Source: an optimization exercise on an open RTL-to-GDS flow (aim: small area, a short achievable clock period and few clock cycles). Production flows keep margins and buffers that such runs may drop.
In this exercise RTL edits were held to simulation tests only and were not proved equivalent to the original.

// l2d_stack_alu
module l2d_stack_alu (
    input  wire        clk,
    input  wire        rst,           
    input  wire        in_valid,
    output wire        in_ready,
    input  wire [3:0]  in_arg,        
    input  wire [12:0] in_sp,         
    input  wire [31:0] in_a,          
    input  wire [31:0] in_b,          
    output reg         out_valid,
    input  wire        out_ready,
    output reg  [2:0]  out_fault,     
    output reg  [12:0] out_sp,        
    output reg  [1:0]  out_wr,        
    output reg  [31:0] out_top,       
    output reg  [31:0] out_next       
);
    localparam [3:0] OP_SUB  = 4'd0,  OP_ADD = 4'd1, OP_MUL  = 4'd2, OP_DIV = 4'd3,
                     OP_MOD  = 4'd4,  OP_AND = 4'd5, OP_OR   = 4'd6, OP_NOT = 4'd7,
                     OP_POP  = 4'd8,  OP_SWAP = 4'd9, OP_DUP = 4'd10;
    localparam [2:0] F_NONE = 3'd0, F_BADINPUT = 3'd2, F_UNDERFLOW = 3'd5,
                     F_DIVZERO = 3'd6, F_OOB = 3'd7;
    reg        v0;           
    reg        it0;          
    reg [3:0]  op0;
    reg [12:0] sp0;
    reg [32:0] ra;           
    reg [31:0] rb;           
    reg [3:0]  cnt;          
    reg        qk;           
    reg        az;           
    reg        qneg, rneg;   
    reg        v1;
    reg [31:0] x1;           
    reg [31:0] y1;
    reg        c1, inv1, usey1;
    reg [2:0]  f1;
    reg [12:0] sp1;
    reg [1:0]  wr1;
    wire s1_free  = !v1 || out_ready;
    reg [31:0] ua, ub;
    reg        oa, ob;
    integer    i;
    always @(*) begin
        oa = 1'b0; ob = 1'b0;
        for (i = 0; i < 32; i = i + 1) begin
            ua[i] = in_a[i] ^ (in_a[31] & oa);
            ub[i] = in_b[i] ^ (in_b[31] & ob);
            oa = oa | in_a[i];
            ob = ob | in_b[i];
        end
    end
    wire [31:0] xa = in_a ^ {32{in_a[31]}};
    wire [31:0] xb = in_b ^ {32{in_b[31]}};
    reg         ta, tb;      
    always @(*) begin
        ta = 1'b1; tb = 1'b1;
        for (i = 0; i < 31; i = i + 1) begin
  ...
export LEC_CHECK = 0
export ABC_AREA = 1
export CAP_MARGIN = 20
export CORE_MARGIN = 2
export CORE_UTILIZATION = 40
export SETUP_SLACK_MARGIN = 4.0
export SLEW_MARGIN = 20
create_clock -name core_clock -period 10.0 [get_ports {clk}]
standard.sh (not shown) runs the stock make flow with config.mk's settings and CLKGATE_MAP_FILE= SYNTH_SCRIPT=/design/flow/synth_recipe.tcl, a recipe that flattens the netlist after the stock synthesis.
==> flow/flow/run.sh <==
#!/bin/bash
# The standard layout (standard.sh: the standard flow's synthesis and ORFS flow, unchanged), with one
# difference: buffer_ports buffers every input and output port with buf_2 cells instead of
# the cell it picks by default (clkdlybuf4s50_1, a slow delay buffer).
set -euo pipefail
export BUFFER_PORTS_ARGS="-buffer_cell sky130_fd_sc_hd__buf_2"
bash standard.sh > standard.log 2>&1
Testbench counts at the start, summed over its fixed seeds: cycles 33,034.
Rerun with:
--- a/flow/design.v
+++ b/flow/design.v
@@ -86,20 +86,20 @@
                 v4[k] = v3[2*k+1] | v3[2*k];
                 p4[4*k+3]        = v3[2*k+1];
                 p4[4*k +: 3]     = v3[2*k+1] ? p3[3*(2*k+1) +: 3] : p3[3*(2*k) +: 3];
             end
             lead32 = {v4[1] | v4[0], v4[1], v4[1] ? p4[7:4] : p4[3:0]};
         end
     endfunction
     wire [5:0]  lda = lead32(xa);
     wire [5:0]  ldb = lead32(xb);
-    wire [5:0]  ea = lda[5] ? {1'b0, lda[4:0]} + 6'd1 + {5'd0, pa} : {5'd0, pa};
-    wire [5:0]  eb = ldb[5] ? {1'b0, ldb[4:0]} + 6'd1 + {5'd0, pb} : {5'd0, pb};
+    wire [5:0]  ea = {1'b0, lda[4:0]} + {5'd0, lda[5]} + {5'd0, pa};
+    wire [5:0]  eb = {1'b0, ldb[4:0]} + {5'd0, ldb[5]} + {5'd0, pb};
     wire [5:0]  ldiff  = eb - ea;
     wire        quick  = ldiff[5];              
     wire [3:0]  half   = ldiff[4:1];            
     wire [32:0] dshift = {ua, 1'b0} << {half, 1'b0};
     wire        in_div = (in_arg == OP_DIV) || (in_arg == OP_MOD);
     wire sp_ge1 = (sp0 != 13'd0);
     wire sp_ge2 = (sp0[12:1] != 12'd0);
     wire is_mod = (op0 == OP_MOD);
     reg  [2:0]  d_fault;
Setup slack loses 0.30 ns. Worst hold slack barely changes. Cell count grows by about 1.8%. Via count increases by 2.2%.
Testbench counts after the change, summed over its fixed seeds: cycles 33,034.

---

run D:
l2d_stack_alu, a different RTL version from the one above (not shown whole).
Size in the first run: ~5,000 cells after synthesis, roughly 180 flip-flops, about 170 I/O pins, roughly 0.035 mm^2 of cells after synthesis.
clock: 10.0 ns
lec_check: 0
abc_area: 1
cap_margin: 20
core_margin: 2
core_utilization: 40
setup_slack_margin: 4.0
slew_margin: 20
run.sh (not shown) runs the stock make flow with config.mk's settings and CLKGATE_MAP_FILE= SYNTH_SCRIPT=/design/flow/synth_recipe.tcl, a recipe that flattens the netlist after the stock synthesis.
Stock flow here: none of the scripts above is used.
Run D: full flow OK, the timing, DRC and antenna checks passed
Testbench counts of run D, summed over its fixed seeds: cycles 33,034.
The inputs of run C differ from those of run D as listed below.
--- a/flow/design.v
+++ b/flow/design.v
@@ -43,65 +43,29 @@
     integer    i;
     always @(*) begin
         oa = 1'b0; ob = 1'b0;
         for (i = 0; i < 32; i = i + 1) begin
             ua[i] = in_a[i] ^ (in_a[31] & oa);
             ub[i] = in_b[i] ^ (in_b[31] & ob);
             oa = oa | in_a[i];
             ob = ob | in_b[i];
         end
     end
-    wire [31:0] xa = in_a ^ {32{in_a[31]}};
-    wire [31:0] xb = in_b ^ {32{in_b[31]}};
-    reg         ta, tb;      
+    reg [5:0] la, lb;
     always @(*) begin
-        ta = 1'b1; tb = 1'b1;
-        for (i = 0; i < 31; i = i + 1) begin
-            ta = ta & (xa[i] | !xa[i + 1]);
-            tb = tb & (xb[i] | !xb[i + 1]);
+        la = 6'd0; lb = 6'd0;
+        for (i = 0; i < 32; i = i + 1) begin
+            if (ua[i]) la = i + 1;
+            if (ub[i]) lb = i + 1;
         end
     end
-    wire        pa = in_a[31] & ta;
-    wire        pb = in_b[31] & tb;
-    function [5:0] lead32;       
-        input [31:0] x;
-        reg [15:0] v1; reg [7:0] v2; reg [3:0] v3; reg [1:0] v4;
-        reg [15:0] p1; reg [15:0] p2; reg [11:0] p3; reg [7:0] p4;
-        integer k;
-        begin
-            for (k = 0; k < 16; k = k + 1) begin
-                v1[k] = x[2*k+1] | x[2*k];
-                p1[k] = x[2*k+1];
-            end
-            for (k = 0; k < 8; k = k + 1) begin
-                v2[k] = v1[2*k+1] | v1[2*k];
-                p2[2*k+1] = v1[2*k+1];
-                p2[2*k]   = v1[2*k+1] ? p1[2*k+1] : p1[2*k];
-            end
-            for (k = 0; k < 4; k = k + 1) begin
-                v3[k] = v2[2*k+1] | v2[2*k];
-                p3[3*k+2]        = v2[2*k+1];
-                p3[3*k +: 2]     = v2[2*k+1] ? p2[2*(2*k+1) +: 2] : p2[2*(2*k) +: 2];
-            end
-            for (k = 0; k < 2; k = k + 1) begin
-                v4[k] = v3[2*k+1] | v3[2*k];
-                p4[4*k+3]        = v3[2*k+1];
-                p4[4*k +: 3]     = v3[2*k+1] ? p3[3*(2*k+1) +: 3] : p3[3*(2*k) +: 3];
-            end
-            lead32 = {v4[1] | v4[0], v4[1], v4[1] ? p4[7:4] : p4[3:0]};
-        end
-    endfunction
-    wire [5:0]  lda = lead32(xa);
-    wire [5:0]  ldb = lead32(xb);
-    wire [5:0]  ea = lda[5] ? {1'b0, lda[4:0]} + 6'd1 + {5'd0, pa} : {5'd0, pa};
-    wire [5:0]  eb = ldb[5] ? {1'b0, ldb[4:0]} + 6'd1 + {5'd0, pb} : {5'd0, pb};
-    wire [5:0]  ldiff  = eb - ea;
+    wire [5:0]  ldiff  = lb - la;
     wire        quick  = ldiff[5];              
     wire [3:0]  half   = ldiff[4:1];            
     wire [32:0] dshift = {ua, 1'b0} << {half, 1'b0};
     wire        in_div = (in_arg == OP_DIV) || (in_arg == OP_MOD);
     wire sp_ge1 = (sp0 != 13'd0);
     wire sp_ge2 = (sp0[12:1] != 12'd0);
     wire is_mod = (op0 == OP_MOD);
     wire [12:0] sp_dec = sp0 - 13'd1;
     reg  [2:0]  d_fault;
     reg  [12:0] d_sp;
@@ -994,26 +958,24 @@
                     d_sp   = sp0 + 13'd1;
                     d_wr   = 2'b01;
                     d_usey = 1'b1;
                 end
             end
             default: d_fault = F_BADINPUT;    
         endcase
     end
     wire [33:0] t1  = {2'b00, rb} - {1'b0, ra};
     wire        q1  = !t1[33];
-    wire [33:0] t2a = {2'b00, t1[31:0]} - {2'b00, ra[32:1]};    
-    wire [33:0] t2b = {2'b00, rb} - {2'b00, ra[32:1]};          
-    wire        q2a = !t2a[33];
-    wire        q2b = !t2b[33];
-    wire        q2  = q1 ? q2a : q2b;
-    wire [31:0] r2  = q1 ? (q2a ? t2a[31:0] : t1[31:0]) : (q2b ? t2b[31:0] : rb);
+    wire [31:0] r1  = q1 ? t1[31:0] : rb;
+    wire [33:0] t2  = {2'b00, r1} - {2'b00, ra[32:1]};
+    wire        q2  = !t2[33];
+    wire [31:0] r2  = q2 ? t2[31:0] : r1;
     wire [31:0] qn  = {it0 ? x1[29:0] : 30'd0, q1, q2};
     wire        last = (cnt == 4'd0);
     wire s0_go   = v0 && s1_free;                  
     wire div_it  = s0_go && d_div && !qk;          
     wire div_qk  = s0_go && d_div && qk;           
     wire s0_adv  = s0_go && (!d_div || qk || last);
     assign in_ready = !v0 || s0_adv;
     wire accept  = in_valid && in_ready;
     always @(posedge clk) begin
         if (rst) begin
[summary]
Delta(met2 wirelength from detailed routing, run C - run D) < 0
Cmp run C vs run D: number of buffers other than clock buffers in the final layout higher in run C
The run showing the smaller synthesized area is run C.
Run C vs. run D: share of the final layout cell area in multi-input gates went down by 3.4 points.
Run C gives more final non-filler cell area than run D did.
| met1 usage in global routing | run C vs run D | 2.4 points lower |
From run D to run C the numbers moved as follows: fraction of area in registers went down; clock tree buffer count of the final layout decreased 1.
Run C reports a lower antenna diode count than run D does.
Testbench counts of run C, summed over its fixed seeds: cycles 33,034.

-- separate check: timing with driven ports --
How much do the figures lean on ideal ports? The routed layouts below were timed once more, with nothing changed but the port constraints. Step 1 sets driving cells, clkbuf_16 on the clock port and buf_2 on the other inputs (assumed; they add their load-dependent delay and slew). Step 2 moves the port delays by t, midway between the first and last clock arrival at a register: inputs arrive t later, outputs are due t later. That takes back most of the time a late clock gives input paths. a / b / c = no drivers / after step 1 / after step 2; a / b = the first two.
run | t, ns | setup slack, ns | worst setup path after step 2
the first run of note 1 | 0.553 | 4.059 / 4.048 / 3.690 | input to register
the second run of note 1 | 0.564 | 3.764 / 3.671 / 3.108 | input to register
run D | 0.567 | 3.969 / 3.969 / 3.637 | input to register
run C | 0.573 | 3.594 / 3.535 / 3.170 | input to register
After both steps setup and hold are still met in every run listed. The setup slack of the second run of note 1, which loses most, moves by -0.093 ns with the drivers and by -0.656 ns with both steps.
